This design comes from an exercise in tuning for small area, a short achievable clock period and few clock cycles on the open sky130 flow, not from production work.
Only simulation tests tie the RTL to the original design; equivalence was not proved.
No activity file was given, so power comes from the tool's default toggle rates.

===== design/flow/config.mk =====
export PLATFORM = sky130hd
export DESIGN_NAME = usb_uart_bridge
export DESIGN_NICKNAME = usb_uart_bridge
export VERILOG_FILES = /design/flow/design.v
export SDC_FILE = /design/flow/constraint.sdc
export NUM_CORES = 4
export LEC_CHECK = 0
export CAP_MARGIN = 20
export CORE_MARGIN = 2
export CORE_UTILIZATION = 40
export SLEW_MARGIN = 20

===== design/flow/constraint.sdc =====
create_clock -name core_clock -period 7.0 [get_ports {clk}]
set_input_delay 1.4000 -clock core_clock [delete_from_list [all_inputs] [get_ports {clk}]]
set_output_delay 1.4000 -clock core_clock [all_outputs]
set_load 0.01 [all_outputs]

===== design/flow/design.v =====
module ring_buffer #(
    parameter N  = 64,
    parameter AW = 6
) (
    input  wire          clk,
    input  wire          rst,
    input  wire          put,        
    input  wire [7:0]    put_data,
    input  wire          get,        
    output reg  [7:0]    rd_data,    
    output wire          empty,
    output wire          full,
    output reg  [AW-1:0] depth
);
    reg [7:0]    mem [0:N-1];
    reg [AW-1:0] rn;                
    reg [AW-1:0] wr;
    reg          wb_v;
    reg [AW-1:0] wb_a;
    reg [7:0]    wb_d;
    assign empty = (depth == {AW{1'b0}});
    assign full  = (depth == {AW{1'b1}});
    wire one = (depth == {{(AW-1){1'b0}}, 1'b1});
    wire two = (depth == {{(AW-2){1'b0}}, 2'b10});
    always @(posedge clk) begin
        if (wb_v)
            mem[wb_a] <= wb_d;
    end
    always @(posedge clk) begin
        if (get) begin
            if (one)
                rd_data <= put_data;
            else if (two && wb_v)
                rd_data <= wb_d;
            else
                rd_data <= mem[rn];
        end else if (empty && put) begin
            rd_data <= put_data;
        end
    end
    always @(posedge clk) begin
        wb_a <= wr;
        wb_d <= put_data;
        if (rst) begin
            rn    <= {{(AW-1){1'b0}}, 1'b1};
            wr    <= {AW{1'b0}};
            depth <= {AW{1'b0}};
            wb_v  <= 1'b0;
        end else begin
            wb_v <= put;
            if (put) wr <= wr + 1'b1;
            if (get) rn <= rn + 1'b1;
            depth <= depth + {{(AW-1){1'b0}}, put} - {{(AW-1){1'b0}}, get};
        end
    end
endmodule
module usb_uart_bridge (
    input  wire        clk,
    input  wire        rst,
    input  wire        cmd_valid,
    input  wire [7:0]  cmd_data,
    output wire        cmd_ready,
    output reg         ev_valid,
    output reg  [3:0]  ev_code,
    output reg  [31:0] ev_data,
    input  wire        ev_ready
);
    localparam [3:0] EV_BRR      = 4'h0,
                     EV_SETCR    = 4'h1,
                     EV_CLRCR    = 4'h2,
                     EV_READDR   = 4'h3,
                     EV_WRITEDR  = 4'h4,
                     EV_NVIC     = 4'h5,
                     EV_REGOUT   = 4'h6,
                     EV_CFGEP    = 4'h7,
                     EV_USBREAD  = 4'h8,
                     EV_WDATA    = 4'h9,
                     EV_USBWRITE = 4'hA,
                     EV_CLEARNAK = 4'hB,
                     EV_RETURN   = 4'hC,
                     EV_RESULT   = 4'hD,
                     EV_LINEOUT  = 4'hE,
                     EV_HALT     = 4'hF;
    localparam [2:0] P_OP    = 3'd0,    
                     P_ARG   = 3'd1,    
                     P_LEN   = 3'd2,    
                     P_DATA  = 3'd3,    
                     P_MULTI = 3'd4,    
                     P_DRAIN = 3'd5;    
    localparam [3:0] M_INIT1 = 4'd0,    
                     M_INIT2 = 4'd1,    
                     M_IRQTX = 4'd2,    
                     M_HALT1 = 4'd3,    
                     M_CFG1  = 4'd4,    
                     M_CFG2  = 4'd5,    
                     M_RET0  = 4'd6,    
                     M_RET1  = 4'd7,    
                     M_BULK  = 4'd8;    
    function [2:0] fmt_of;
        input [7:0] o;
        begin
            case (o)
                8'h01, 8'h02, 8'h03, 8'h05, 8'h06, 8'h07,
                8'h10, 8'h13, 8'h50, 8'h61:       fmt_of = 3'd0;
                8'h00, 8'h04, 8'h42, 8'h60:       fmt_of = 3'd1;
                8'h40:                            fmt_of = 3'd2;
                8'h11:                            fmt_of = 3'd3;
                8'h12, 8'h41, 8'h43:              fmt_of = 3'd4;
                default:                          fmt_of = 3'd7;
            endcase
        end
    endfunction
    reg        hv, sv;           
    reg  [7:0] hb, sb;
    reg        crdy;
    assign cmd_ready = crdy;
    wire go     = !ev_valid || ev_ready;
    wire cmd_in = cmd_valid && crdy;
    reg [2:0]  ph;
    reg [3:0]  step;
    reg [7:0]  op;
    reg [1:0]  argc;
    reg [1:0]  alast;
    reg [7:0]  bm;
    reg [7:0]  len;
    reg [7:0]  cnt;
    reg        skip;
    reg        pending;
    reg        nakf;
    reg        halt;
    reg [31:0] baud;
    reg [4:0]  ucr;
    reg        nvic_en;
    reg        rxne;
    reg [7:0]  rdr;
    reg        txe;
    reg [7:0]  tdr;
    reg        rx_put, rx_get, tx_put, tx_get;
    reg  [7:0] rx_put_data;
    wire [7:0] rx_rd_data, tx_rd_data;
    wire       rx_empty, rx_full, tx_empty, tx_full;
    wire [5:0] rx_depth;
    wire [6:0] tx_depth;
    ring_buffer #(.N(64), .AW(6)) u_rxrb (
        .clk(clk), .rst(rst),
        .put(rx_put && go), .put_data(rx_put_data), .get(rx_get && go),
        .rd_data(rx_rd_data), .empty(rx_empty), .full(rx_full), .depth(rx_depth)
    );
    ring_buffer #(.N(128), .AW(7)) u_txrb (
        .clk(clk), .rst(rst),
        .put(tx_put && go), .put_data(hb), .get(tx_get && go),
        .rd_data(tx_rd_data), .empty(tx_empty), .full(tx_full), .depth(tx_depth)
    );
    reg        take, tail;
    reg        e_v;
    reg [3:0]  e_c;
    reg [31:0] e_d;
    reg [2:0]  n_ph;
    reg [3:0]  n_step;
    reg [7:0]  n_op;
    reg [1:0]  n_argc, n_alast;
    reg [7:0]  n_bm, n_len, n_cnt;
    reg        n_skip, n_pending, n_nakf, n_halt, n_nvic, n_rxne, n_txe;
    reg [31:0] n_baud;
    reg [4:0]  n_ucr;
    reg [7:0]  n_rdr, n_tdr;
    wire [7:0] bulk_n = (hb > 8'd64) ? 8'd64 : hb;
    wire [7:0] ctrl_n = (hb > 8'd7)  ? 8'd7  : hb;
    wire       last   = (cnt + 8'd1 == len);
    task start_cmd;
        begin
            n_op   = hb;
            n_argc = 2'd0;
            case (fmt_of(hb))
                3'd1: begin n_ph = P_ARG; n_alast = 2'd0; end
                3'd2: begin n_ph = P_ARG; n_alast = 2'd1; end
                3'd3: begin n_ph = P_ARG; n_alast = 2'd3; end
                3'd4: n_ph = P_LEN;
                default: n_ph = P_OP;
            endcase
        end
    endtask
    task irq_tx;
        begin
            e_v = 1'b1;
            if (tx_empty) begin
                e_c = EV_CLRCR; e_d = 32'h10;
                n_ucr[4] = 1'b0;
            end else begin
                e_c = EV_WRITEDR; e_d = {24'h0, tx_rd_data};
                tx_get = 1'b1;
                n_tdr = tx_rd_data;
                n_txe = 1'b0;
            end
        end
    endtask
    always @(*) begin
        take = 1'b0; tail = 1'b0;
        e_v = 1'b0; e_c = 4'h0; e_d = 32'h0;
        rx_put = 1'b0; rx_put_data = hb; rx_get = 1'b0;
        tx_put = 1'b0; tx_get = 1'b0;
        n_ph = ph; n_step = step; n_op = op; n_argc = argc; n_alast = alast;
        n_bm = bm; n_len = len; n_cnt = cnt; n_skip = skip;
        n_pending = pending; n_nakf = nakf; n_halt = halt; n_nvic = nvic_en;
        n_baud = baud; n_ucr = ucr; n_rxne = rxne; n_rdr = rdr;
        n_txe = txe; n_tdr = tdr;
        case (ph)
            P_OP: if (hv) begin
                take = 1'b1;
                n_op = hb;
                if (fmt_of(hb) != 3'd0) begin
                    start_cmd;
                end else if (!halt || hb == 8'h61) begin
                    case (hb)
                        8'h01: begin
                            e_v = 1'b1; e_c = EV_RESULT;
                            e_d = rx_empty ? 32'h0 : {23'h0, 1'b1, rx_rd_data};
                            rx_get = !rx_empty;
                        end
                        8'h05: begin
                            e_v = 1'b1; e_c = EV_RESULT;
                            e_d = tx_empty ? 32'h0 : {23'h0, 1'b1, tx_rd_data};
                            tx_get = !tx_empty;
                        end
                        8'h02: begin e_v = 1'b1; e_c = EV_RESULT; e_d = {26'h0, rx_depth}; end
                        8'h06: begin e_v = 1'b1; e_c = EV_RESULT; e_d = {25'h0, tx_depth}; end
                        8'h03: begin e_v = 1'b1; e_c = EV_RESULT; e_d = {31'h0, rx_empty}; end
                        8'h07: begin e_v = 1'b1; e_c = EV_RESULT; e_d = {31'h0, tx_empty}; end
                        8'h10: begin
                            e_v = 1'b1; e_c = EV_BRR; e_d = baud;
                            n_ph = P_MULTI; n_step = M_INIT1;
                        end
                        8'h13: begin
                            if (rxne) begin
                                e_v = 1'b1; e_c = EV_READDR; e_d = {24'h0, rdr};
                                n_rxne = 1'b0;
                                if (rx_full) begin
                                    n_ph = P_MULTI; n_step = M_HALT1;
                                end else begin
                                    rx_put = 1'b1; rx_put_data = rdr;
                                    if (txe) begin
                                        n_ph = P_MULTI; n_step = M_IRQTX;
                                    end
                                end
                            end else if (txe) begin
                                irq_tx;
                            end
                        end
                        8'h50: begin
                            n_cnt = 8'h0;
                            if (nakf && !tx_depth[6]) begin
                                e_v = 1'b1; e_c = EV_CLEARNAK; e_d = 32'h1;
                                n_nakf = 1'b0;
                                if (!rx_empty) n_ph = P_DRAIN;
                            end else if (!rx_empty) begin
                                e_v = 1'b1; e_c = EV_WDATA; e_d = {24'h0, rx_rd_data};
                                rx_get = 1'b1;
                                n_cnt = 8'h1;
                                n_ph = P_DRAIN;
                            end
                        end
                        8'h61: begin
                            if (ucr[1] && ucr[2] && !txe) begin
                                e_v = 1'b1; e_c = EV_LINEOUT; e_d = {24'h0, tdr};
                                n_txe = 1'b1;
                            end
                        end
                        default: ;
                    endcase
                end
            end
            P_ARG: if (hv) begin
                take = 1'b1;
                n_argc = argc + 2'd1;
                if (argc == 2'd0) n_bm = hb;
                if (op == 8'h11 && !halt) n_baud[8*argc +: 8] = hb;
                if (argc == alast) begin
                    n_ph = P_OP;
                    if (!halt || op == 8'h60) begin
                        case (op)
                            8'h00: begin
                                e_v = 1'b1; e_c = EV_RESULT; e_d = {31'h0, !rx_full};
                                rx_put = !rx_full;
                            end
                            8'h04: begin
                                e_v = 1'b1; e_c = EV_RESULT; e_d = {31'h0, !tx_full};
                                tx_put = !tx_full;
                            end
                            8'h42: begin
                                e_v = 1'b1;
                                if (hb == 8'h0) begin
                                    e_c = EV_RETURN; e_d = 32'h0;
                                end else begin
                                    e_c = EV_REGOUT; e_d = 32'h1;
                                    n_ph = P_MULTI; n_step = M_CFG1;
                                end
                            end
                            8'h60: begin
                                if (ucr[1] && ucr[3] && !rxne) begin
                                    n_rdr = hb;
                                    n_rxne = 1'b1;
                                end
                            end
                            8'h40: begin
                                e_v = 1'b1; e_c = EV_RETURN;
                                n_pending = 1'b0;
                                if (bm == 8'h21 && hb == 8'h20) begin
                                    n_pending = 1'b1;
                                    e_d = 32'h0;
                                end else if (bm == 8'h21 && hb == 8'h22) begin
                                    e_c = EV_USBWRITE; e_d = 32'h0;
                                    n_ph = P_MULTI; n_step = M_RET0;
                                end else begin
                                    e_d = 32'h1;
                                end
                            end
                            8'h11: begin
                                e_v = 1'b1; e_c = EV_BRR; e_d = {hb, baud[23:0]};
                            end
                            default: ;
                        endcase
                    end
                end
            end
            P_LEN: if (hv) begin
                take = 1'b1;
                n_len = hb;
                n_cnt = 8'h0;
                n_skip = 1'b0;
                n_ph = (hb == 8'h0) ? P_OP : P_DATA;
                if (halt) begin
                    n_skip = 1'b1;
                end else begin
                    case (op)
                        8'h41: begin
                            e_v = 1'b1;
                            if (!pending) begin
                                e_c = EV_RETURN; e_d = 32'h1;
                                n_skip = 1'b1;
                            end else begin
                                n_pending = 1'b0;
                                e_c = EV_USBREAD; e_d = {16'h0, ctrl_n, 8'h0};
                                if (hb == 8'h0) begin
                                    n_ph = P_MULTI; n_step = M_RET1;
                                end
                            end
                        end
                        8'h43: begin
                            e_v = 1'b1; e_c = EV_USBREAD; e_d = {16'h0, bulk_n, 8'h1};
                            if (hb == 8'h0) begin
                                n_ph = P_MULTI; n_step = M_BULK;
                            end
                        end
                        default: ;
                    endcase
                end
            end
            P_DATA: if (hv) begin
                take = 1'b1;
                n_cnt = cnt + 8'd1;
                if (last) n_ph = P_OP;
                if (!skip) begin
                    case (op)
                        8'h12, 8'h43: begin
                            if (op == 8'h12 || !cnt[7] && !cnt[6]) begin
                                e_v = 1'b1;
                                if (tx_full) begin
                                    e_c = EV_HALT; e_d = 32'd2;
                                    n_halt = 1'b1;
                                    n_skip = 1'b1;
                                end else begin
                                    e_c = EV_SETCR; e_d = 32'h10;
                                    tx_put = 1'b1;
                                    n_ucr[4] = 1'b1;
                                    if (last && op == 8'h43) begin
                                        n_ph = P_MULTI; n_step = M_BULK;
                                    end
                                end
                            end else if (last) begin
                                n_ph = P_MULTI; n_step = M_BULK;
                            end
                        end
                        8'h41: begin
                            if (len == 8'd7) begin
                                if (cnt < 8'd4) n_baud[8*cnt[1:0] +: 8] = hb;
                                if (cnt == 8'd4) begin
                                    e_v = 1'b1; e_c = EV_BRR; e_d = baud;
                                end
                                if (cnt == 8'd5) begin
                                    e_v = 1'b1; e_c = EV_USBWRITE; e_d = 32'h0;
                                end
                                if (cnt == 8'd6) begin
                                    e_v = 1'b1; e_c = EV_RETURN; e_d = 32'h0;
                                end
                            end else if (last) begin
                                e_v = 1'b1; e_c = EV_RETURN; e_d = 32'h1;
                            end
                        end
                        default: ;
                    endcase
                end
            end
            P_MULTI: begin
                e_v = 1'b1;
                tail = 1'b1;
                n_ph = P_OP;
                case (step)
                    M_INIT1: begin
                        e_c = EV_SETCR; e_d = 32'h0F;
                        n_ucr = ucr | 5'h0F;
                        n_ph = P_MULTI; n_step = M_INIT2;
                        tail = 1'b0;
                    end
                    M_INIT2: begin
                        e_c = EV_NVIC; e_d = 32'h0;
                        n_nvic = 1'b1;
                    end
                    M_IRQTX: irq_tx;
                    M_HALT1: begin
                        e_c = EV_HALT; e_d = 32'd1;
                        n_halt = 1'b1;
                    end
                    M_CFG1: begin
                        e_c = EV_CFGEP; e_d = 32'h12;
                        n_ph = P_MULTI; n_step = M_CFG2;
                        tail = 1'b0;
                    end
                    M_CFG2: begin
                        e_c = EV_CFGEP; e_d = 32'h01;
                        n_ph = P_MULTI; n_step = M_RET0;
                        tail = 1'b0;
                    end
                    M_RET0: begin e_c = EV_RETURN; e_d = 32'h0; end
                    M_RET1: begin e_c = EV_RETURN; e_d = 32'h1; end
                    default: begin    
                        e_c = EV_RETURN;
                        e_d = tx_depth[6] ? 32'h2 : 32'h0;
                        if (tx_depth[6]) n_nakf = 1'b1;
                    end
                endcase
            end
            P_DRAIN: begin
                e_v = 1'b1;
                if (!cnt[6] && !rx_empty) begin
                    e_c = EV_WDATA; e_d = {24'h0, rx_rd_data};
                    rx_get = 1'b1;
                    n_cnt = cnt + 8'd1;
                end else begin
                    e_c = EV_USBWRITE; e_d = {16'h0, cnt, 8'h2};
                    n_ph = P_OP;
                    tail = 1'b1;
                end
            end
            default: n_ph = P_OP;
        endcase
        if (tail && hv && fmt_of(hb) != 3'd0) begin
            take = 1'b1;
            start_cmd;
        end
    end
    wire take_g = take && go;
    always @(posedge clk) begin
        if (rst) begin
            hv   <= 1'b0;
            sv   <= 1'b0;
            crdy <= 1'b1;
        end else begin
            if (take_g) begin
                if (sv) begin
                    hb <= sb;
                    sv <= cmd_in;
                    sb <= cmd_data;
                end else begin
                    hv <= cmd_in;
                    hb <= cmd_data;
                end
            end else if (cmd_in) begin
                if (hv) begin
                    sv <= 1'b1;
                    sb <= cmd_data;
                end else begin
                    hv <= 1'b1;
                    hb <= cmd_data;
                end
            end
            crdy <= (({1'b0, hv} + {1'b0, sv} + {1'b0, cmd_in}) <= {1'b0, take_g} + 2'd1);
        end
    end
    always @(posedge clk) begin
        if (rst)
            ev_valid <= 1'b0;
        else if (go)
            ev_valid <= e_v;
    end
    always @(posedge clk) begin
        if (go) begin
            ev_code <= e_c;
            ev_data <= e_d;
        end
    end
    always @(posedge clk) begin
        if (rst) begin
            ph      <= P_OP;
            step    <= 4'd0;
            op      <= 8'h0;
            argc    <= 2'd0;
            alast   <= 2'd0;
            bm      <= 8'h0;
            len     <= 8'h0;
            cnt     <= 8'h0;
            skip    <= 1'b0;
            pending <= 1'b0;
            nakf    <= 1'b0;
            halt    <= 1'b0;
            baud    <= 32'd9600;
            ucr     <= 5'h0;
            nvic_en <= 1'b0;
            rxne    <= 1'b0;
            rdr     <= 8'h0;
            txe     <= 1'b1;
            tdr     <= 8'h0;
        end else if (go) begin
            ph      <= n_ph;
            step    <= n_step;
            op      <= n_op;
            argc    <= n_argc;
            alast   <= n_alast;
            bm      <= n_bm;
            len     <= n_len;
            cnt     <= n_cnt;
            skip    <= n_skip;
            pending <= n_pending;
            nakf    <= n_nakf;
            halt    <= n_halt;
            baud    <= n_baud;
            ucr     <= n_ucr;
            nvic_en <= n_nvic;
            rxne    <= n_rxne;
            rdr     <= n_rdr;
            txe     <= n_txe;
            tdr     <= n_tdr;
        end
    end
endmodule

===== design/flow/run.sh =====
#!/bin/bash
# synth_recipe.tcl (not shown) runs the flow's synth.tcl, then flattens the netlist and writes it again
# the make line also repeats each setting of config.mk as NAME=value (left out here)
make -C /OpenROAD-flow-scripts/flow DESIGN_CONFIG=/design/flow/config.mk WORK_HOME=/design/flow/orfs CLKGATE_MAP_FILE= SYNTH_SCRIPT=/design/flow/synth_recipe.tcl finish

==> results of run 1 <==
==> placed cells by master (no fill, tap or decap), drive strengths merged, types with 19 or more instances in the layout <==
| cell type | instances |
|---|---|
| nand4 | 29 |
| nor4 | 35 |
| a221oi | 59 |
| dfxtp | 185 |
| a21oi | 160 |
| o221ai | 62 |
| clkbuf | 234 |
| inv | 53 |
| nor2 | 373 |
| buf | 85 |
| clkdlybuf4s50 | 48 |
| o22ai | 65 |
| nand2b | 30 |
| a211oi | 22 |
| and2 | 23 |
| ha | 37 |
| o21ai | 92 |
| mux2i | 226 |
| edfxtp | 1604 |
| xnor2 | 19 |
| mux4 | 316 |
| nor2b | 39 |
| nand3 | 69 |
| or4 | 19 |
| nand2 | 179 |
| xor2 | 20 |
| clkinv | 79 |
| nor3 | 130 |
| or3 | 36 |
==> worst paths after layout <==
check | endpoint | slack, ns | startpoint
min reg2reg | u_rxrb.wb_a[5] | 0.37 | u_rxrb.wr[5]
max reg2reg | u_rxrb.depth[5] | 2.33 | hb[6]
min | u_rxrb.wb_a[5] | 0.37 | u_rxrb.wr[5]
max | u_rxrb.depth[5] | 2.33 | hb[6]
==> state kept, by name, indices dropped and copies added (netlist names), 7 cells and up, named ones only <==
register	cells
cnt	8
u_txrb.wr	7
u_txrb.rd_data	8
u_rxrb.rd_data	8
tdr	8
u_rxrb.mem	512
len	8
baud	32
sb	8
hb	8
u_txrb.wb_d	8
u_txrb.rn	7
op	8
bm	8
u_txrb.wb_a	7
ev_data	32
rdr	8
u_txrb.depth	7
u_txrb.mem	1024
u_rxrb.wb_d	8
==> power by group through the flow <==
stage | logic, mW | clock network (mW) | registers [mW]
4_1_cts | 1.85 | 9.84 | 12.3
5_1_grt | 2.02 | 10.3 | 12.4
3_5_place_dp | 1.84 | 0 | 12.6
2_1_floorplan | 1.02 | 0 | 12.6
6_report | 1.87 | 9.68 | 12.3
3_3_place_gp | 1.83 | 0 | 12.6
==> critical path, stage by stage, from the launching register on <==
cell	delay [ns]
sky130_fd_sc_hd__edfxtp_1	0.64
sky130_fd_sc_hd__buf_4	0.37
sky130_fd_sc_hd__nor4_1	0.82
sky130_fd_sc_hd__nand2_1	0.28
sky130_fd_sc_hd__a21oi_2	0.53
sky130_fd_sc_hd__a21oi_2	0.24
sky130_fd_sc_hd__nor2_4	0.23
sky130_fd_sc_hd__ha_1	0.21
sky130_fd_sc_hd__inv_1	0.06
sky130_fd_sc_hd__ha_1	0.26
sky130_fd_sc_hd__a21o_1	0.17
sky130_fd_sc_hd__a21oi_1	0.22
sky130_fd_sc_hd__o21bai_1	0.10
sky130_fd_sc_hd__a21oi_1	0.18
sky130_fd_sc_hd__xnor2_1	0.13
sky130_fd_sc_hd__nor2_1	0.05
==> synthesized netlist by cell type (21+ instances only) <==
library cell,number
sky130_fd_sc_hd__o221ai_1,62
sky130_fd_sc_hd__nor4_1,34
sky130_fd_sc_hd__a221oi_1,59
sky130_fd_sc_hd__nand3_1,69
sky130_fd_sc_hd__ha_1,37
sky130_fd_sc_hd__or3_1,36
sky130_fd_sc_hd__mux4_2,316
sky130_fd_sc_hd__and2_1,21
sky130_fd_sc_hd__nor2_1,372
sky130_fd_sc_hd__inv_1,43
sky130_fd_sc_hd__mux2i_1,226
sky130_fd_sc_hd__nor2b_1,39
sky130_fd_sc_hd__buf_6,22
sky130_fd_sc_hd__dfxtp_1,185
sky130_fd_sc_hd__a21oi_1,157
sky130_fd_sc_hd__nand2b_1,30
sky130_fd_sc_hd__o21ai_0,90
sky130_fd_sc_hd__buf_4,21
sky130_fd_sc_hd__nor3_1,129
sky130_fd_sc_hd__a211oi_1,21
sky130_fd_sc_hd__nand4_1,28
sky130_fd_sc_hd__o22ai_1,64
sky130_fd_sc_hd__edfxtp_1,1604
sky130_fd_sc_hd__clkbuf_1,164
sky130_fd_sc_hd__buf_2,45
sky130_fd_sc_hd__nand2_1,178
==> cell families (layout without fill, tap and decap cells) <==
group                    Yosys count  after routing  share of synthesized area, %
AO/OA/AOI/OAI                    641            641                          6.08
XOR/XNOR                          40             40                         0.495
adder cells (fa/ha/maj)           40             40                         0.711
buffers and inverters            313            522                          2.05
flip-flops                      1789           1789                          70.5
multiplexers                     560            560                          13.0
AND/OR/NAND/NOR                 1057           1057                          7.11
==> metal layers <==
metal  track usage, %  part of all wire (%)  vias up
li1                 -                     -    18000
met1             28.4                    43    21300
met2             31.6                    47     1642
met3             3.51                   7.0      302
met4             6.14                   2.7        4
met5                0                 0.014        -
==> final cells by class <==
cell class,instances,area share (%)
clock buffer,234,5.85
timing repair buffer,133,1.44
multi-input combinational,2338,24.5
sequential,1789,62.8
inverter,48,0.218
clock inverter,107,1.43
tap,2464,3.73
==> impl_metrics.csv, run 1 <==
group,metric,value,unit
clocking,htree_levels,4,
timing,layout_setup_ws,2.33,ns
min_path,worst_hold_path_type,"flip-flop to flip-flop",
clocking,post-cts-setup-buffers,0,
floorplan,floorplan.core_area,183000,um^2
detailed_routing,iteration_count_of_the_initial_detailed_routing_pass,6,
floorplan,ioPinCount,50,
grt,grt_max_degree,129,
logic_synthesis,ys.flop_type,"sky130_fd_sc_hd__edfxtp_1",
logic_synthesis,yosysSeqAreaShare,70.5,%
placement,dp_worst_setup_slack,1.57,ns
pwr,net-switching-power,5.80,mW
pwr,combinational_power_share,7.8,%
grt,grt_overflow_total,0,
clocking,cts_root_buffer,"sky130_fd_sc_hd__clkbuf_16",
setup_path,critPathKind,"flip-flop to flip-flop",
detailed_routing,vias_per_cell,5.80,
final_layout,layout.nets,4545,
detailed_routing,dr.first_iter.drc_count,4384,
final_layout,layout.core_utilization,45.2,%
clocking,cts.path.max_buffers,3,
floorplan,dieArea,187000,um^2
timing,setup_viol,0,
detailed_routing,detail_route.wl_per_cell,26.6,um
clocking,clkLatencyLatePin,0.85,ns
pwr,clkPwrFrac,40.5,%
setup_path,critPathLaunchType,"flip-flop",
placement,place_inst,6771,
logic_synthesis,synth_largest_area_cell,"sky130_fd_sc_hd__edfxtp_1",
detailed_routing,drt_drc_violations_left,0,
setup_path,worst-endpoint-arrival,5.35,ns
floorplan,row_count,157,
timing,tightest_slew,1.17,ns
timing,post-route-period-util,66.7,%
timing,report.final.slew_viol_count,0,
detailed_routing,drt_wl_total,189000,um
timing,rsz0062_at_grt,"no",
final_layout,diodes,0,
logic_synthesis,ffs_w_async_s_r_synth,0,%
clocking,ctsHoldBuffers,0,
placement,gpl.final_weighted_congestion,0.911,
final_layout,final_area,82600,um^2
floorplan,die_h,433,um
logic_synthesis,mappedNetlistNets,4492,
logic_synthesis,synth_top_area_share,65.5,%
final_layout,sequential_cell_area,51900,um^2
final_layout,fill_cells,15700,
clocking,number_of_buffers_inserted_during_clock_tree_synthesis,183,
timing,fin_hold_ws,0.367,ns
logic_synthesis,synthesis.yosys.warnings,3,
timing,achievable-frequency,214,MHz
min_path,worstHoldPathCells,0,
timing,timing.clock.skew,0.0533,ns
final_layout,final_cells,7113,
pwr,power_report.internal_total,18.1,mW
logic_synthesis,netlist_top_cells_area,"sky130_fd_sc_hd__edfxtp_1 65%, sky130_fd_sc_hd__mux4_2 9.7%, sky130_fd_sc_hd__dfxtp_1 5.0%",
logic_synthesis,syn-mean-instance-area,16.6,um^2
pwr,leakagePower,26.7,nW
outcome,run_status,"finished clean",
grt,global_route.usage.total,20.0,%
pwr,vdd_ir_drop_max,0.188,mV
floorplan,floorplan.initialDensity,40.2,%
logic_synthesis,synthDistinctLibCells,101,
placement,postPlaceCellArea,76600,um^2
grt,grt_pass1_vias,40800,
logic_synthesis,ys_ff_latch,1789,
setup_path,timing.critical_path.fanout_max,26,
timing,period_minus_slack,4.67,ns
final_layout,flow.area_growth_from_synthesis,12.3,%
placement,port_buffers,49,
setup_path,worst-endpoint-required,7.68,ns
setup_path,critPathCaptureType,"flip-flop",
logic_synthesis,number_of_synthesized_flops_with_an_enable_pin,1604,
logic_synthesis,synth_area,73500,um^2
clocking,numClockSinks,1789,
timing,fin_tns_setup,0,ns
grt,first_pass_grt_wire_length,279000,um
detailed_routing,ant_nets,0,
logic_synthesis,synthesis.instances,4440,
clocking,cts_tree,"done",
grt,antenna_found_initial,2,
job,maxCapViolations,0,
timing,slew-limit-headroom,21.2,%
pwr,pwr-share-seq,51.7,%
final_layout,multiInputGateArea,20200,um^2
floorplan,die_x,433,um
detailed_routing,vias,41200,
final_layout,drive_gt1_share,16.3,%
pwr,power.total,23.9,mW
placement,placed_wire_length_estimate,117000,um
clocking,cts_repair_resize_count,0,
timing,timing.final.hold_violations,0,
pwr,pwr_density_cell,289,nW/um^2
clocking,clk_transition_reported_paths,0.06,ns
pwr,power.switching_fraction,24.3,%
setup_path,reg2reg_depth,15,
Testbench counts, summed over its fixed seeds: cycles 36,968.
==> inputs of run 2 (changes only) <==
--- a/design/flow/design.v
+++ b/design/flow/design.v
@@ -1,5 +1,6 @@
 module ring_buffer #(
     parameter N  = 64,
-    parameter AW = 6
+    parameter AW = 6,
+    parameter LO = 3                
 ) (
     input  wire          clk,
@@ -9,21 +10,38 @@
     input  wire          get,        
     output reg  [7:0]    rd_data,    
-    output wire          empty,
-    output wire          full,
+    output reg           empty,
+    output reg           full,
     output reg  [AW-1:0] depth
 );
-    reg [7:0]    mem [0:N-1];
-    reg [AW-1:0] rn;                
-    reg [AW-1:0] wr;
-    reg          wb_v;
-    reg [AW-1:0] wb_a;
-    reg [7:0]    wb_d;
-    assign empty = (depth == {AW{1'b0}});
-    assign full  = (depth == {AW{1'b1}});
-    wire one = (depth == {{(AW-1){1'b0}}, 1'b1});
-    wire two = (depth == {{(AW-2){1'b0}}, 2'b10});
+    localparam NL = 1 << LO;
+    localparam NH = N >> LO;
+    reg [8*N-1:0] store;
+    reg [NL-1:0]  rs_lo;            
+    reg [NH-1:0]  rs_hi;
+    reg [AW-1:0]  wp;               
+    reg           wb_v;
+    reg [7:0]     wb_d;
+    reg [NL-1:0]  we_lo;            
+    reg [NH-1:0]  we_hi;            
+    reg           one, two;
+    integer i, j;
     always @(posedge clk) begin
-        if (wb_v)
-            mem[wb_a] <= wb_d;
+        for (j = 0; j < NH; j = j + 1)
+            for (i = 0; i < NL; i = i + 1)
+                if (we_hi[j] && we_lo[i])
+                    store[8*(NL*j+i) +: 8] <= wb_d;
+    end
+    wire [AW-1:0] wp1 = wp + 1'b1;
+    wire [NL-1:0] lo_sel = rs_lo;
+    wire [NH-1:0] hi_sel = rs_hi;
+    reg  [7:0]    grp, nxt;
+    always @(*) begin
+        nxt = 8'h0;
+        for (j = 0; j < NH; j = j + 1) begin
+            grp = 8'h0;
+            for (i = 0; i < NL; i = i + 1)
+                grp = grp | (store[8*(NL*j+i) +: 8] & {8{lo_sel[i]}});
+            nxt = nxt | (grp & {8{hi_sel[j]}});
+        end
     end
     always @(posedge clk) begin
@@ -34,22 +52,49 @@
                 rd_data <= wb_d;
             else
-                rd_data <= mem[rn];
+                rd_data <= nxt;
         end else if (empty && put) begin
             rd_data <= put_data;
         end
     end
+    wire [AW-1:0] dp1 = depth + 1'b1;
+    wire [AW-1:0] dm1 = depth - 1'b1;
+    wire          up  = put && !get;
+    wire          dn  = get && !put;
     always @(posedge clk) begin
-        wb_a <= wr;
-        wb_d <= put_data;
+        wb_d  <= put_data;
+        we_lo <= {{(NL-1){1'b0}}, 1'b1} << wp1[LO-1:0];
         if (rst) begin
-            rn    <= {{(AW-1){1'b0}}, 1'b1};
-            wr    <= {AW{1'b0}};
-            depth <= {AW{1'b0}};
+            we_hi <= {NH{1'b0}};
+            rs_lo <= {{(NL-2){1'b0}}, 2'b10};
+            rs_hi <= {{(NH-1){1'b0}}, 1'b1};
+            wp    <= {AW{1'b1}};
             wb_v  <= 1'b0;
+            depth <= {AW{1'b0}};
+            empty <= 1'b1;
+            one   <= 1'b0;
+            two   <= 1'b0;
+            full  <= 1'b0;
         end else begin
-            wb_v <= put;
-            if (put) wr <= wr + 1'b1;
-            if (get) rn <= rn + 1'b1;
-            depth <= depth + {{(AW-1){1'b0}}, put} - {{(AW-1){1'b0}}, get};
+            wb_v  <= put;
+            we_hi <= put ? ({{(NH-1){1'b0}}, 1'b1} << wp1[AW-1:LO]) : {NH{1'b0}};
+            if (put) wp <= wp1;
+            if (get) begin
+                rs_lo <= {rs_lo[NL-2:0], rs_lo[NL-1]};
+                if (rs_lo[NL-1])
+                    rs_hi <= {rs_hi[NH-2:0], rs_hi[NH-1]};
+            end
+            if (up) begin
+                depth <= dp1;
+                empty <= 1'b0;
+                one   <= empty;
+                two   <= one;
+                full  <= (dp1 == {AW{1'b1}});
+            end else if (dn) begin
+                depth <= dm1;
+                empty <= one;
+                one   <= two;
+                two   <= (depth == 3);
+                full  <= 1'b0;
+            end
         end
     end
@@ -113,4 +158,25 @@
     reg        hv, sv;           
     reg  [7:0] hb, sb;
+    localparam K_ZERO = 0, K_NZ = 1, K_01 = 2, K_02 = 3, K_03 = 4, K_05 = 5,
+               K_06 = 6, K_07 = 7, K_10 = 8, K_13 = 9, K_50 = 10, K_61 = 11;
+    reg  [11:0] hk;
+    function [11:0] kdec;
+        input [7:0] b;
+        begin
+            kdec = 12'h0;
+            kdec[K_ZERO] = (b == 8'h00);
+            kdec[K_NZ]   = (fmt_of(b) != 3'd0);
+            kdec[K_01]   = (b == 8'h01);
+            kdec[K_02]   = (b == 8'h02);
+            kdec[K_03]   = (b == 8'h03);
+            kdec[K_05]   = (b == 8'h05);
+            kdec[K_06]   = (b == 8'h06);
+            kdec[K_07]   = (b == 8'h07);
+            kdec[K_10]   = (b == 8'h10);
+            kdec[K_13]   = (b == 8'h13);
+            kdec[K_50]   = (b == 8'h50);
+            kdec[K_61]   = (b == 8'h61);
+        end
+    endfunction
     reg        crdy;
     assign cmd_ready = crdy;
@@ -123,5 +189,6 @@
     reg [1:0]  alast;
     reg [7:0]  bm;
-    reg [7:0]  len;
+    reg [7:0]  rem;         
+    reg        l7;          
     reg [7:0]  cnt;
     reg        skip;
@@ -160,5 +227,6 @@
     reg [7:0]  n_op;
     reg [1:0]  n_argc, n_alast;
-    reg [7:0]  n_bm, n_len, n_cnt;
+    reg [7:0]  n_bm, n_rem, n_cnt;
+    reg        n_l7;
     reg        n_skip, n_pending, n_nakf, n_halt, n_nvic, n_rxne, n_txe;
     reg [31:0] n_baud;
@@ -167,5 +235,5 @@
     wire [7:0] bulk_n = (hb > 8'd64) ? 8'd64 : hb;
     wire [7:0] ctrl_n = (hb > 8'd7)  ? 8'd7  : hb;
-    wire       last   = (cnt + 8'd1 == len);
+    wire       last   = (rem == 8'd1);
     task start_cmd;
         begin
@@ -201,5 +269,5 @@
         tx_put = 1'b0; tx_get = 1'b0;
         n_ph = ph; n_step = step; n_op = op; n_argc = argc; n_alast = alast;
-        n_bm = bm; n_len = len; n_cnt = cnt; n_skip = skip;
+        n_bm = bm; n_rem = rem; n_l7 = l7; n_cnt = cnt; n_skip = skip;
         n_pending = pending; n_nakf = nakf; n_halt = halt; n_nvic = nvic_en;
         n_baud = baud; n_ucr = ucr; n_rxne = rxne; n_rdr = rdr;
@@ -209,63 +277,60 @@
                 take = 1'b1;
                 n_op = hb;
-                if (fmt_of(hb) != 3'd0) begin
+                if (hk[K_NZ]) begin
                     start_cmd;
-                end else if (!halt || hb == 8'h61) begin
-                    case (hb)
-                        8'h01: begin
-                            e_v = 1'b1; e_c = EV_RESULT;
-                            e_d = rx_empty ? 32'h0 : {23'h0, 1'b1, rx_rd_data};
-                            rx_get = !rx_empty;
-                        end
-                        8'h05: begin
-                            e_v = 1'b1; e_c = EV_RESULT;
-                            e_d = tx_empty ? 32'h0 : {23'h0, 1'b1, tx_rd_data};
-                            tx_get = !tx_empty;
-                        end
-                        8'h02: begin e_v = 1'b1; e_c = EV_RESULT; e_d = {26'h0, rx_depth}; end
-                        8'h06: begin e_v = 1'b1; e_c = EV_RESULT; e_d = {25'h0, tx_depth}; end
-                        8'h03: begin e_v = 1'b1; e_c = EV_RESULT; e_d = {31'h0, rx_empty}; end
-                        8'h07: begin e_v = 1'b1; e_c = EV_RESULT; e_d = {31'h0, tx_empty}; end
-                        8'h10: begin
-                            e_v = 1'b1; e_c = EV_BRR; e_d = baud;
-                            n_ph = P_MULTI; n_step = M_INIT1;
-                        end
-                        8'h13: begin
-                            if (rxne) begin
-                                e_v = 1'b1; e_c = EV_READDR; e_d = {24'h0, rdr};
-                                n_rxne = 1'b0;
-                                if (rx_full) begin
-                                    n_ph = P_MULTI; n_step = M_HALT1;
-                                end else begin
-                                    rx_put = 1'b1; rx_put_data = rdr;
-                                    if (txe) begin
-                                        n_ph = P_MULTI; n_step = M_IRQTX;
-                                    end
+                end else if (!halt || hk[K_61]) begin
+                    if (hk[K_01]) begin
+                        e_v = 1'b1; e_c = EV_RESULT;
+                        e_d = rx_empty ? 32'h0 : {23'h0, 1'b1, rx_rd_data};
+                        rx_get = !rx_empty;
+                    end
+                    if (hk[K_05]) begin
+                        e_v = 1'b1; e_c = EV_RESULT;
+                        e_d = tx_empty ? 32'h0 : {23'h0, 1'b1, tx_rd_data};
+                        tx_get = !tx_empty;
+                    end
+                    if (hk[K_02]) begin e_v = 1'b1; e_c = EV_RESULT; e_d = {26'h0, rx_depth}; end
+                    if (hk[K_06]) begin e_v = 1'b1; e_c = EV_RESULT; e_d = {25'h0, tx_depth}; end
+                    if (hk[K_03]) begin e_v = 1'b1; e_c = EV_RESULT; e_d = {31'h0, rx_empty}; end
+                    if (hk[K_07]) begin e_v = 1'b1; e_c = EV_RESULT; e_d = {31'h0, tx_empty}; end
+                    if (hk[K_10]) begin
+                        e_v = 1'b1; e_c = EV_BRR; e_d = baud;
+                        n_ph = P_MULTI; n_step = M_INIT1;
+                    end
+                    if (hk[K_13]) begin
+                        if (rxne) begin
+                            e_v = 1'b1; e_c = EV_READDR; e_d = {24'h0, rdr};
+                            n_rxne = 1'b0;
+                            if (rx_full) begin
+                                n_ph = P_MULTI; n_step = M_HALT1;
+                            end else begin
+                                rx_put = 1'b1; rx_put_data = rdr;
+                                if (txe) begin
+                                    n_ph = P_MULTI; n_step = M_IRQTX;
                                 end
-                            end else if (txe) begin
-                                irq_tx;
                             end
+                        end else if (txe) begin
+                            irq_tx;
                         end
-                        8'h50: begin
-                            n_cnt = 8'h0;
-                            if (nakf && !tx_depth[6]) begin
-                                e_v = 1'b1; e_c = EV_CLEARNAK; e_d = 32'h1;
-                                n_nakf = 1'b0;
-                                if (!rx_empty) n_ph = P_DRAIN;
-                            end else if (!rx_empty) begin
-                                e_v = 1'b1; e_c = EV_WDATA; e_d = {24'h0, rx_rd_data};
-                                rx_get = 1'b1;
-                                n_cnt = 8'h1;
-                                n_ph = P_DRAIN;
-                            end
+                    end
+                    if (hk[K_50]) begin
+                        n_cnt = 8'h0;
+                        if (nakf && !tx_depth[6]) begin
+                            e_v = 1'b1; e_c = EV_CLEARNAK; e_d = 32'h1;
+                            n_nakf = 1'b0;
+                            if (!rx_empty) n_ph = P_DRAIN;
+                        end else if (!rx_empty) begin
+                            e_v = 1'b1; e_c = EV_WDATA; e_d = {24'h0, rx_rd_data};
+                            rx_get = 1'b1;
+                            n_cnt = 8'h1;
+                            n_ph = P_DRAIN;
                         end
-                        8'h61: begin
-                            if (ucr[1] && ucr[2] && !txe) begin
-                                e_v = 1'b1; e_c = EV_LINEOUT; e_d = {24'h0, tdr};
-                                n_txe = 1'b1;
-                            end
+                    end
+                    if (hk[K_61]) begin
+                        if (ucr[1] && ucr[2] && !txe) begin
+                            e_v = 1'b1; e_c = EV_LINEOUT; e_d = {24'h0, tdr};
+                            n_txe = 1'b1;
                         end
-                        default: ;
-                    endcase
+                    end
                 end
             end
@@ -289,5 +354,5 @@
                             8'h42: begin
                                 e_v = 1'b1;
-                                if (hb == 8'h0) begin
+                                if (hk[K_ZERO]) begin
                                     e_c = EV_RETURN; e_d = 32'h0;
                                 end else begin
@@ -325,8 +390,9 @@
             P_LEN: if (hv) begin
                 take = 1'b1;
-                n_len = hb;
+                n_rem = hb;
+                n_l7 = (hb == 8'd7);
                 n_cnt = 8'h0;
                 n_skip = 1'b0;
-                n_ph = (hb == 8'h0) ? P_OP : P_DATA;
+                n_ph = hk[K_ZERO] ? P_OP : P_DATA;
                 if (halt) begin
                     n_skip = 1'b1;
@@ -341,5 +407,5 @@
                                 n_pending = 1'b0;
                                 e_c = EV_USBREAD; e_d = {16'h0, ctrl_n, 8'h0};
-                                if (hb == 8'h0) begin
+                                if (hk[K_ZERO]) begin
                                     n_ph = P_MULTI; n_step = M_RET1;
                                 end
@@ -348,5 +414,5 @@
                         8'h43: begin
                             e_v = 1'b1; e_c = EV_USBREAD; e_d = {16'h0, bulk_n, 8'h1};
-                            if (hb == 8'h0) begin
+                            if (hk[K_ZERO]) begin
                                 n_ph = P_MULTI; n_step = M_BULK;
                             end
@@ -359,4 +425,5 @@
                 take = 1'b1;
                 n_cnt = cnt + 8'd1;
+                n_rem = rem - 8'd1;
                 if (last) n_ph = P_OP;
                 if (!skip) begin
@@ -382,5 +449,5 @@
                         end
                         8'h41: begin
-                            if (len == 8'd7) begin
+                            if (l7) begin
                                 if (cnt < 8'd4) n_baud[8*cnt[1:0] +: 8] = hb;
                                 if (cnt == 8'd4) begin
@@ -454,5 +521,5 @@
             default: n_ph = P_OP;
         endcase
-        if (tail && hv && fmt_of(hb) != 3'd0) begin
+        if (tail && hv && hk[K_NZ]) begin
             take = 1'b1;
             start_cmd;
@@ -469,4 +536,5 @@
                 if (sv) begin
                     hb <= sb;
+                    hk <= kdec(sb);
                     sv <= cmd_in;
                     sb <= cmd_data;
@@ -474,4 +542,5 @@
                     hv <= cmd_in;
                     hb <= cmd_data;
+                    hk <= kdec(cmd_data);
                 end
             end else if (cmd_in) begin
@@ -482,4 +551,5 @@
                     hv <= 1'b1;
                     hb <= cmd_data;
+                    hk <= kdec(cmd_data);
                 end
             end
@@ -507,5 +577,6 @@
             alast   <= 2'd0;
             bm      <= 8'h0;
-            len     <= 8'h0;
+            rem     <= 8'h0;
+            l7      <= 1'b0;
             cnt     <= 8'h0;
             skip    <= 1'b0;
@@ -527,5 +598,6 @@
             alast   <= n_alast;
             bm      <= n_bm;
-            len     <= n_len;
+            rem     <= n_rem;
+            l7      <= n_l7;
             cnt     <= n_cnt;
             skip    <= n_skip;
--- a/design/flow/config.mk
+++ b/design/flow/config.mk
@@ -6,6 +6,9 @@
 export NUM_CORES = 4
 export LEC_CHECK = 0
+export ABC_CLOCK_PERIOD_IN_PS = 3000
 export CAP_MARGIN = 20
 export CORE_MARGIN = 2
-export CORE_UTILIZATION = 40
+export CORE_UTILIZATION = 65
+export CTS_BUF_LIST = sky130_fd_sc_hd__clkbuf_4 sky130_fd_sc_hd__clkbuf_8
+export SETUP_SLACK_MARGIN = 4.0
 export SLEW_MARGIN = 20
==> impl_metrics.csv, run 2 <==
group,metric,value,unit
final_layout,layout.nets,5066,
floorplan,ioPinCount,50,
placement,dp_worst_setup_slack,2.15,ns
final_layout,largest_register_ffs,1024,
floorplan,die_x,339,um
detailed_routing,ant_nets,0,
setup_path,crit_path_max_incr_delay,0.52,ns
timing,fin_tns_setup,0,ns
placement,gpl.final_weighted_congestion,0.973,
timing,fin_hold_ws,0.491,ns
grt,grt_max_degree,131,
clocking,clkLatencyLatePin,0.98,ns
clocking,number_of_buffers_inserted_during_clock_tree_synthesis,302,
min_path,worstHoldPathCells,2,
clocking,cts_root_buffer,"sky130_fd_sc_hd__clkbuf_8",
placement,port_buffers,49,
final_layout,biggestRegsByFlops,"u_txrb.store: 1024 flops, u_rxrb.store: 512 flops",
detailed_routing,vias_per_cell,6.91,
setup_path,setup.reg_to_reg.worst_slack,3.88,ns
clocking,htree_levels,5,
logic_synthesis,mappedNetlistNets,4957,
clocking,cts_tree,"done",
floorplan,floorplan.initialDensity,65.7,%
logic_synthesis,number_of_synthesized_flops_with_an_enable_pin,1616,
detailed_routing,vias,46500,
timing,setup_viol,0,
pwr,pwr_density_cell,275,nW/um^2
grt,global_route.usage.total,34.2,%
logic_synthesis,synthesis.yosys.warnings,3,
setup_path,timing.critical_path.cells,"buf_16 -> a22oi_1 -> nand4_1 -> a22oi_1 -> nand4_1 -> nor2_1 -> a221oi_2",
placement,postPlaceCellArea,74600,um^2
logic_synthesis,yosysSeqAreaShare,73.1,%
setup_path,worst_path_max_delay_cell,"sky130_fd_sc_hd__dfxtp_4",
logic_synthesis,netlist_top_cells_area,"sky130_fd_sc_hd__edfxtp_1 67%, sky130_fd_sc_hd__a22oi_1 8.8%, sky130_fd_sc_hd__dfxtp_1 6.5%",
pwr,vdd_ir_drop_max,0.248,mV
setup_path,critPathLaunchType,"flip-flop",
setup_path,worst-endpoint-required,7.65,ns
detailed_routing,drt_drc_violations_left,0,
floorplan,floorplan.core_area,111000,um^2
detailed_routing,dr.first_iter.drc_count,6016,
logic_synthesis,synth_largest_area_cell,"sky130_fd_sc_hd__edfxtp_1",
final_layout,drive_gt1_share,14.6,%
clocking,clk_transition_reported_paths,0.06,ns
final_layout,flow.area_growth_from_synthesis,11.2,%
logic_synthesis,ffs_w_async_s_r_synth,0,%
clocking,cts.path.max_buffers,4,
timing,timing.clock.skew,0.0866,ns
grt,antenna_found_initial,2,
logic_synthesis,synthesis.instances,4914,
final_layout,top_register,"u_txrb.store",
final_layout,mostFrequentLayoutCells,"1,616 x sky130_fd_sc_hd__edfxtp_1, 842 x sky130_fd_sc_hd__a22oi_1, 319 x sky130_fd_sc_hd__clkbuf_8",
setup_path,setup.worst_path.start,"u_txrb.rs_lo[7]",
setup_path,worst-endpoint-arrival,3.78,ns
min_path,timing.hold.worst_endpoint,"rem[1]",
setup_path,r2r-end,"u_txrb.rd_data[5]",
logic_synthesis,post_synth_most_frequent_cells,"1,616 x sky130_fd_sc_hd__edfxtp_1, 851 x sky130_fd_sc_hd__a22oi_1, 284 x sky130_fd_sc_hd__clkbuf_1",
floorplan,die_h,339,um
final_layout,final_area,80900,um^2
logic_synthesis,ys_ff_latch,1851,
timing,post-route-period-util,44.6,%
timing,layout_setup_ws,3.88,ns
timing,report.final.slew_viol_count,0,
detailed_routing,iteration_count_of_the_initial_detailed_routing_pass,9,
min_path,worst_hold_path_type,"flip-flop to flip-flop",
timing,period_minus_slack,3.12,ns
detailed_routing,detail_route.wl_per_cell,29.6,um
setup_path,critPathCaptureType,"flip-flop",
logic_synthesis,synth.most_common_cell,"sky130_fd_sc_hd__edfxtp_1",
detailed_routing,drt_wl_total,199000,um
setup_path,timing.critical_path.fanout_max,95,
timing,rsz0062_at_grt,"no",
clocking,numClockSinks,1851,
final_layout,mostFrequentLayoutCell,"sky130_fd_sc_hd__edfxtp_1",
logic_synthesis,ys.flop_type,"sky130_fd_sc_hd__edfxtp_1",
outcome,run_status,"finished clean",
pwr,power.total,22.2,mW
setup_path,reg2reg_depth,7,
logic_synthesis,syn-mean-instance-area,14.8,um^2
floorplan,dieArea,115000,um^2
timing,achievable-frequency,320,MHz
setup_path,critPathKind,"flip-flop to flip-flop",
logic_synthesis,synth_top_area_share,66.7,%
floorplan,row_count,122,
setup_path,critical_path.n_buffers_inverters,1,
setup_path,critical_path.top_delay_family,"compound AO/OA/AOI/OAI gates",
logic_synthesis,synthDistinctLibCells,100,
grt,grt_overflow_total,0,
min_path,worst_hold_startpoint,"rem[1]",
job,maxCapViolations,0,
setup_path,r2r_start,"u_txrb.rs_lo[7]",
timing,timing.final.hold_violations,0,
grt,grt_pass1_vias,45100,
timing,slew-limit-headroom,26.7,%
logic_synthesis,synth_area,72800,um^2
pwr,leakagePower,25.9,nW
placement,placed_wire_length_estimate,111000,um
grt,first_pass_grt_wire_length,293000,um
timing,tightest_slew,1.10,ns
==> run 2: cell types whose count changed after synthesis, moves of 120 or more <==
cell	previous run	this run
sky130_fd_sc_hd__mux2i_1	226	81
sky130_fd_sc_hd__and2_1	21	221
sky130_fd_sc_hd__mux4_2	316	0
sky130_fd_sc_hd__a22oi_1	18	851
sky130_fd_sc_hd__clkbuf_1	164	284
sky130_fd_sc_hd__nand4_1	28	232
sky130_fd_sc_hd__nor2_1	372	240
==> run 2: cells by family after synthesis <==
logic type | Yosys count | share of synthesized area, %
xor+xnor | 35 | 0.421
simple gates | 1173 | 8.92
flops | 1851 | 73.1
compound gates | 1327 | 13.3
mux | 105 | 1.49
buf+inv | 392 | 2.14
fa+ha+maj | 31 | 0.543
==> run 2: how the worst max path moves through the flow <==
stage / end / slack, ns / cells after the start
after floorplan: u_txrb.depth[4] / 3.85 / 9
after global routing: u_txrb.rd_data[0] / 3.99 / 7
after CTS: ev_code[2] / 3.98 / 1
after global placement: u_txrb.depth[4] / 2.18 / 13
final: u_txrb.rd_data[5] / 3.88 / 7
after detailed placement: u_txrb.depth[4] / 2.15 / 13
==> run 2: power by group <==
group          internal (mW)  switching (mW)
registers               12.2           0.163
clock network           5.01            4.16
logic                  0.182           0.520
total                   17.4            4.84
==> run 2: repair_timing <==
item	CTS	global route
hold buffers	0	0
gates resized for setup	172	38
setup endpoints to repair	232	55
gates cloned	1	2
setup buffers	11	15
pin swaps	12	14
==> run 2: final cells by class <==
| class | instances | area [um^2] |
|---|---|---|
| repair inverters | 1 | 8.76 |
| multi-input cells | 2672 | 18300 |
| diodes | 7 | 17.5 |
| inverters | 42 | 174 |
| fillers | 7246 | 29900 |
| well taps | 1488 | 1860 |
| clock inverters | 90 | 612 |
| clock buffers | 429 | 5220 |
| repair buffers | 153 | 1380 |
| flip-flops and latches | 1851 | 53300 |
==> run 2: metrics by stage <==
| step | std cells | util, % |
|---|---|---|
| 2_1_floorplan | 4914 | - |
| 3_3_place_gp | 6178 | 67.3 |
| 3_5_place_dp | 6178 | 67.3 |
| 4_1_cts | 6709 | 72.7 |
| 5_1_grt | 6731 | 73.0 |
| 6_report | 6733 | 73.0 |
==> run 2: metal layers <==
metal / up-vias / GRT usage [%] / part of all wire [%]
li1: 20000 / - / -
met2: 2865 / 53.3 / 47
met5: - / 0 / 0
met4: 0 / 14.1 / 3.9
met1: 23100 / 47.9 / 39
met3: 467 / 6.64 / 10
==> run 2: worst register-to-register path: cells and delay by family, from the launching register on <==
kind	cells	cell delay (ns)
AOI/OAI and AO/OA	3	1.05
buffers and inverters	1	0.39
DFF	1	0.52
and+or+nand+nor	3	0.91
Testbench counts of run 2, summed over its fixed seeds: cycles 36,968.
==> inputs of run 3 (changes only) <==
--- a/design/flow/design.v
+++ b/design/flow/design.v
@@ -16,6 +16,8 @@
     localparam NL = 1 << LO;
     localparam NH = N >> LO;
-    reg [8*N-1:0] store;
+    localparam LAST = N - 2;        
+    reg [8*(N-1)-1:0] store;
     reg [NL-1:0]  rs_lo;            
+    reg [NL-1:0]  rs_lo_n;          
     reg [NH-1:0]  rs_hi;
     reg [AW-1:0]  wp;               
@@ -29,10 +31,11 @@
         for (j = 0; j < NH; j = j + 1)
             for (i = 0; i < NL; i = i + 1)
-                if (we_hi[j] && we_lo[i])
+                if (NL*j+i <= LAST && we_hi[j] && we_lo[i])
                     store[8*(NL*j+i) +: 8] <= wb_d;
     end
-    wire [AW-1:0] wp1 = wp + 1'b1;
-    wire [NL-1:0] lo_sel = rs_lo;
-    wire [NH-1:0] hi_sel = rs_hi;
+    wire [AW-1:0] wp1 = (wp == LAST) ? {AW{1'b0}} : wp + 1'b1;
+    wire [NL-1:0] lo_sel_a = rs_lo;
+    wire [NL-1:0] lo_sel_b = ~rs_lo_n;
+    wire [NH-1:0] hi_sel   = rs_hi;
     reg  [7:0]    grp, nxt;
     always @(*) begin
@@ -41,5 +44,7 @@
             grp = 8'h0;
             for (i = 0; i < NL; i = i + 1)
-                grp = grp | (store[8*(NL*j+i) +: 8] & {8{lo_sel[i]}});
+                if (NL*j+i <= LAST)
+                    grp = grp | (store[8*(NL*j+i) +: 8] &
+                                 {{4{lo_sel_b[i]}}, {4{lo_sel_a[i]}}});
             nxt = nxt | (grp & {8{hi_sel[j]}});
         end
@@ -67,6 +72,7 @@
             we_hi <= {NH{1'b0}};
             rs_lo <= {{(NL-2){1'b0}}, 2'b10};
+            rs_lo_n <= ~{{(NL-2){1'b0}}, 2'b10};
             rs_hi <= {{(NH-1){1'b0}}, 1'b1};
-            wp    <= {AW{1'b1}};
+            wp    <= LAST;
             wb_v  <= 1'b0;
             depth <= {AW{1'b0}};
@@ -80,7 +86,14 @@
             if (put) wp <= wp1;
             if (get) begin
-                rs_lo <= {rs_lo[NL-2:0], rs_lo[NL-1]};
-                if (rs_lo[NL-1])
-                    rs_hi <= {rs_hi[NH-2:0], rs_hi[NH-1]};
+                if (rs_hi[NH-1] && rs_lo[NL-2]) begin
+                    rs_lo <= {{(NL-1){1'b0}}, 1'b1};
+                    rs_lo_n <= ~{{(NL-1){1'b0}}, 1'b1};
+                    rs_hi <= {{(NH-1){1'b0}}, 1'b1};
+                end else begin
+                    rs_lo <= {rs_lo[NL-2:0], rs_lo[NL-1]};
+                    rs_lo_n <= {rs_lo_n[NL-2:0], rs_lo_n[NL-1]};
+                    if (rs_lo[NL-1])
+                        rs_hi <= {rs_hi[NH-2:0], rs_hi[NH-1]};
+                end
             end
             if (up) begin
==> impl_metrics.csv, run 3 <==
group,metric,value,unit
logic_synthesis,netlist_top_cells_area,"sky130_fd_sc_hd__edfxtp_1 67%, sky130_fd_sc_hd__a22oi_1 8.0%, sky130_fd_sc_hd__dfxtp_1 7.0%",
detailed_routing,iteration_count_of_the_initial_detailed_routing_pass,9,
timing,period_minus_slack,3.07,ns
final_layout,top_register,"u_txrb.store",
placement,placed_wire_length_estimate,125000,um
final_layout,final_cells,6710,
grt,global_route.usage.total,37.1,%
detailed_routing,dr.first_iter.drc_count,6902,
floorplan,dieArea,113000,um^2
timing,timing.final.hold_violations,0,
setup_path,worst-endpoint-arrival,3.72,ns
timing,post-route-period-util,43.8,%
pwr,pwr-share-seq,55.5,%
placement,gpl.final_weighted_congestion,0.965,
grt,first_pass_grt_wire_length,304000,um
pwr,clkPwrFrac,41.0,%
timing,tightest_slew,1.04,ns
timing,timing.clock.skew,0.0658,ns
pwr,power.switching_fraction,22.3,%
grt,antenna_found_initial,5,
final_layout,mostFrequentLayoutCell,"sky130_fd_sc_hd__edfxtp_1",
logic_synthesis,synth_top_area_share,66.7,%
clocking,number_of_buffers_inserted_during_clock_tree_synthesis,307,
logic_synthesis,ys.flop_type,"sky130_fd_sc_hd__edfxtp_1",
detailed_routing,vias_per_cell,7.02,
setup_path,critPathLaunchType,"flip-flop",
final_layout,flow.area_growth_from_synthesis,12.0,%
setup_path,setup.reg_to_reg.worst_slack,3.93,ns
floorplan,ioPinCount,50,
pwr,power_report.internal_total,17.3,mW
clocking,cts_root_buffer,"sky130_fd_sc_hd__clkbuf_8",
setup_path,critical_path.top_delay_family,"simple AND/OR/NAND/NOR gates",
grt,grt_pass1_vias,44700,
logic_synthesis,number_of_synthesized_flops_with_an_enable_pin,1600,
pwr,net-switching-power,4.95,mW
logic_synthesis,synth.most_common_cell,"sky130_fd_sc_hd__edfxtp_1",
final_layout,mostFrequentLayoutCells,"1,600 x sky130_fd_sc_hd__edfxtp_1, 765 x sky130_fd_sc_hd__a22oi_1, 315 x sky130_fd_sc_hd__clkbuf_8",
timing,report.final.slew_viol_count,0,
floorplan,floorplan.initialDensity,65.3,%
placement,port_buffers,49,
logic_synthesis,ffs_w_async_s_r_synth,0,%
clocking,numClockSinks,1851,
logic_synthesis,syn-mean-instance-area,14.9,um^2
clocking,cts_tree,"done",
timing,slew-limit-headroom,30.2,%
clocking,clk_transition_reported_paths,0.06,ns
final_layout,biggestRegsByFlops,"u_txrb.store: 1016 flops, u_rxrb.store: 504 flops",
setup_path,worst_path_max_delay_cell,"sky130_fd_sc_hd__nor4_2",
logic_synthesis,synthesis.instances,4827,
job,maxCapViolations,0,
setup_path,timing.critical_path.cells,"inv_2 -> buf_6 -> a222oi_1 -> a31oi_1 -> nor4_2 -> and4_1 -> a221oi_1",
logic_synthesis,synth_area,72000,um^2
detailed_routing,ant_nets,0,
logic_synthesis,post_synth_most_frequent_cells,"1,600 x sky130_fd_sc_hd__edfxtp_1, 765 x sky130_fd_sc_hd__a22oi_1, 274 x sky130_fd_sc_hd__clkbuf_1",
detailed_routing,drt_drc_violations_left,0,
timing,fin_tns_setup,0,ns
setup_path,timing.critical_path.fanout_max,34,
clocking,clkLatencyLatePin,0.97,ns
logic_synthesis,synthesis.yosys.warnings,7,
pwr,leakagePower,25.4,nW
pwr,combinational_power_share,3.5,%
clocking,htree_levels,5,
floorplan,die_x,337,um
timing,rsz0062_at_grt,"yes",
pwr,pwr_density_cell,276,nW/um^2
logic_synthesis,synthDistinctLibCells,93,
timing,achievable-frequency,326,MHz
detailed_routing,detail_route.wl_per_cell,31.5,um
floorplan,row_count,122,
timing,setup_viol,0,
setup_path,critical_path.n_buffers_inverters,2,
setup_path,critPathCaptureType,"flip-flop",
final_layout,largest_register_ffs,1016,
final_layout,layout.nets,5044,
logic_synthesis,synth_largest_area_cell,"sky130_fd_sc_hd__edfxtp_1",
placement,place_inst,6154,
outcome,run_status,"finished clean",
setup_path,critPathKind,"flip-flop to flip-flop",
grt,grt_overflow_total,0,
detailed_routing,vias,47100,
logic_synthesis,mappedNetlistNets,4868,
clocking,cts.path.max_buffers,4,
logic_synthesis,ys_ff_latch,1851,
setup_path,crit_path_max_incr_delay,0.57,ns
grt,grt_max_degree,94,
pwr,vdd_ir_drop_max,0.262,mV
floorplan,floorplan.core_area,110000,um^2
logic_synthesis,yosysSeqAreaShare,73.7,%
final_layout,drive_gt1_share,14.8,%
setup_path,worst-endpoint-required,7.65,ns
min_path,worst_hold_path_type,"flip-flop to flip-flop",
floorplan,die_h,337,um
detailed_routing,drt_wl_total,211000,um
==> run 3: cell types whose count changed after synthesis, sizes merged, moves of 20 or more <==
cell    before  now
or3         43   14
inv         41   73
a41oi        3  121
nand3       47   78
a221oi      71   23
mux2i       81   44
nand4      233   83
nor4        17   37
buf         65   41
a22oi      851  765
a221o        9   30
==> run 3: timing repair <==
action	4_1_cts	5_1_grt
hold buffers	0	0
cloned	1	2
endpoints found under the setup margin	198	73
pin swaps	9	16
setup buffers	15	10
gates resized for setup	180	59
==> run 3: layout make-up <==
| class | count | area, um^2 |
|---|---|---|
| Sequential cell | 1851 | 53200 |
| Fill cell | 7188 | 29600 |
| Multi-Input combinational cell | 2583 | 17900 |
| Clock buffer | 407 | 5030 |
| Tap cell | 1488 | 1860 |
| Timing Repair Buffer | 181 | 1520 |
| Clock inverter | 112 | 734 |
| Inverter | 79 | 410 |
| Antenna cell | 9 | 22.5 |
==> run 3: metal layers <==
layer / part of all wire (%) / global-route usage [%]
met5: 0.0095 / 0
met4: 5.3 / 18.8
met3: 11 / 7.25
met2: 46 / 56.1
met1: 38 / 52.2
==> run 3: tightest hold or removal path: cells and delay by family (launching register included) <==
kind / cells / cell delay, ns
simple gates: 1 / 0.07
flops: 1 / 0.32
compound gates: 1 / 0.06
==> run 3: worst paths after layout <==
path,to,cells past startpoint,start
worst max-delay path,u_txrb.rd_data[5],7,u_txrb.rs_lo_n[3]
worst min-delay path,bm[5],2,bm[5]
worst max register to register,u_txrb.rd_data[5],7,u_txrb.rs_lo_n[3]
worst min register to register,bm[5],2,bm[5]
==> run 3: kinds of logic after synthesis <==
group	count (synthesis)	share of synthesized area (%)
buffers and inverters	395	2.10
xor gates and xnor gates	29	0.353
muxes	62	0.893
DFF	1851	73.7
AOI/OAI and AO/OA	1422	14.7
adders and majority gates	29	0.514
and+or+nand+nor	1039	7.71
==> run 3: stage by stage <==
stage	utilization, %	total power [mW]	cell area [um^2]	hold slack [ns]	setup slack (ns)
6_report	73.2	22.2	80600	0.487	3.93
5_1_grt	73.2	22.8	80600	0.496	3.92
3_5_place_dp	67.3	13.3	74200	0.470	2.35
3_3_place_gp	67.3	13.3	74100	0.456	2.35
4_1_cts	72.8	22.2	80200	0.484	3.94
2_1_floorplan	-	12.9	72200	0.346	3.70
==> run 3: power by group through the flow <==
stage	combinational (mW)	clock (mW)	sequential [mW]
final	0.781	9.12	12.3
after detailed placement	0.740	0	12.6
after CTS	0.747	9.15	12.3
after global routing	0.830	9.65	12.4
after floorplan	0.406	0	12.5
after global placement	0.722	0	12.6
Testbench counts of run 3, summed over its fixed seeds: cycles 36,968.
==> inputs of run 4 (changes only) <==
--- a/design/flow/config.mk
+++ b/design/flow/config.mk
@@ -11,4 +11,6 @@
 export CORE_UTILIZATION = 65
 export CTS_BUF_LIST = sky130_fd_sc_hd__clkbuf_4 sky130_fd_sc_hd__clkbuf_8
+export CTS_CLUSTER_DIAMETER = 50
+export CTS_CLUSTER_SIZE = 12
 export SETUP_SLACK_MARGIN = 4.0
 export SLEW_MARGIN = 20
==> impl_metrics.csv, run 4 <==
group,metric,value,unit
clocking,numClockSinks,1851,
final_layout,flow.area_growth_from_synthesis,8.87,%
setup_path,timing.critical_path.fanout_max,31,
logic_synthesis,mappedNetlistNets,4868,
pwr,pwr_density_cell,251,nW/um^2
detailed_routing,vias_per_cell,7.14,
setup_path,critPathCaptureType,"flip-flop",
clocking,clk_transition_reported_paths,0.08,ns
logic_synthesis,ys_ff_latch,1851,
clocking,ctsHoldBuffers,0,
timing,setup_viol,0,
clocking,cts_tree,"done",
outcome,run_status,"finished clean",
final_layout,layout.nets,4925,
floorplan,floorplan.initialDensity,65.3,%
grt,first_pass_grt_wire_length,301000,um
logic_synthesis,ffs_w_async_s_r_synth,0,%
pwr,vdd_ir_drop_max,0.226,mV
final_layout,drive_gt1_share,11.4,%
final_layout,mostFrequentLayoutCells,"1,600 x sky130_fd_sc_hd__edfxtp_1, 765 x sky130_fd_sc_hd__a22oi_1, 226 x sky130_fd_sc_hd__nor2_1",
setup_path,worst-endpoint-required,7.62,ns
logic_synthesis,synth_largest_area_cell,"sky130_fd_sc_hd__edfxtp_1",
final_layout,final_area,78400,um^2
logic_synthesis,synth_area,72000,um^2
timing,rsz0062_at_grt,"no",
logic_synthesis,synth_top_area_share,66.7,%
clocking,cts_root_buffer,"sky130_fd_sc_hd__clkbuf_8",
floorplan,dieArea,113000,um^2
final_layout,largest_register_ffs,1016,
setup_path,worst-endpoint-arrival,3.64,ns
grt,antenna_found_initial,7,
placement,postPlaceCellArea,74200,um^2
placement,port_buffers,49,
final_layout,biggestRegsByFlops,"u_txrb.store: 1016 flops, u_rxrb.store: 504 flops",
placement,dp_worst_setup_slack,2.35,ns
logic_synthesis,synthesis.yosys.warnings,7,
floorplan,die_x,337,um
timing,layout_setup_ws,3.97,ns
placement,place_inst,6154,
floorplan,floorplan.core_area,110000,um^2
logic_synthesis,netlist_top_cells_area,"sky130_fd_sc_hd__edfxtp_1 67%, sky130_fd_sc_hd__a22oi_1 8.0%, sky130_fd_sc_hd__dfxtp_1 7.0%",
final_layout,mostFrequentLayoutCell,"sky130_fd_sc_hd__edfxtp_1",
detailed_routing,detail_route.wl_per_cell,32.2,um
min_path,worst_hold_path_type,"flip-flop to flip-flop",
pwr,leakagePower,24.2,nW
floorplan,die_h,337,um
logic_synthesis,yosysSeqAreaShare,73.7,%
timing,timing.clock.skew,0.0450,ns
final_layout,top_register,"u_txrb.store",
==> run 4: what timing repair did <==
action,in CTS,in global routing
resized for setup,135,55
endpoints found under the setup margin,199,77
cloned,1,2
pin swaps,6,20
setup buffers,16,18
==> run 4: logic make-up after synthesis <==
logic type / count (synthesis) / share of synthesized area, %
DFF: 1851 / 73.7
AOI/OAI and AO/OA: 1422 / 14.7
and+or+nand+nor: 1039 / 7.71
buffers and inverters: 395 / 2.10
muxes: 62 / 0.893
xor gates and xnor gates: 29 / 0.353
adders and majority gates: 29 / 0.514
==> run 4: routing by layer <==
layer / up-vias / track usage [%] / routed length, um
met5: - / 0 / 27
met4: 4 / 17.5 / 10100
met3: 502 / 5.96 / 21900
met2: 3040 / 56.0 / 96700
met1: 23200 / 52.5 / 80200
li1: 19500 / - / -
==> run 4: through the flow <==
step                hold WS [ns]  power, mW  utilization (%)
detailed placement         0.470       13.3             67.3
floorplan                  0.346       12.9                -
global route               0.500       20.2             71.1
CTS                        0.484       19.7             70.8
global placement           0.456       13.3             67.3
finish                     0.485       19.7             71.1
==> run 4: final timing paths <==
| check | slack, ns | cells after the start | start | endpoint |
|---|---|---|---|---|
| setup / recovery | 3.97 | 6 | u_txrb.rs_lo[1] | u_txrb.rd_data[2] |
| hold / removal | 0.48 | 2 | alast[1] | alast[1] |
| setup reg to reg | 3.97 | 6 | u_txrb.rs_lo[1] | u_txrb.rd_data[2] |
| hold reg to reg | 0.48 | 2 | alast[1] | alast[1] |
==> run 4: critical path: stages (launching register included) <==
cell                        delay [ns]
sky130_fd_sc_hd__dfxtp_4          0.45
sky130_fd_sc_hd__buf_4            0.38
sky130_fd_sc_hd__a22oi_1          0.35
sky130_fd_sc_hd__a41oi_1          0.32
sky130_fd_sc_hd__a2111oi_1        0.73
sky130_fd_sc_hd__and4_1           0.40
sky130_fd_sc_hd__a221oi_1         0.10
==> run 4: where the power goes <==
part	switching (mW)	internal (mW)
Sequential	0.203	12.1
Clock	3.60	3.01
Combinational	0.554	0.231
==> run 4: final cells by class <==
| cell class | count | area [um^2] |
|---|---|---|
| inverter | 79 | 397 |
| tap | 1488 | 1860 |
| multi-input combinational | 2583 | 17900 |
| clock inverter | 31 | 390 |
| clock buffer | 249 | 3010 |
| antenna | 6 | 15.0 |
| timing repair buffer | 190 | 1680 |
| fill | 7358 | 31800 |
| sequential | 1851 | 53200 |

Re-timed with assumed drivers on the ports (clkbuf_16 on the clock, buf_2 on other inputs), run 4 has 3.974 ns of setup slack against 3.974 ns with ideal ports, and 3.159 ns once port delays also move by the mid clock arrival of 0.969 ns.
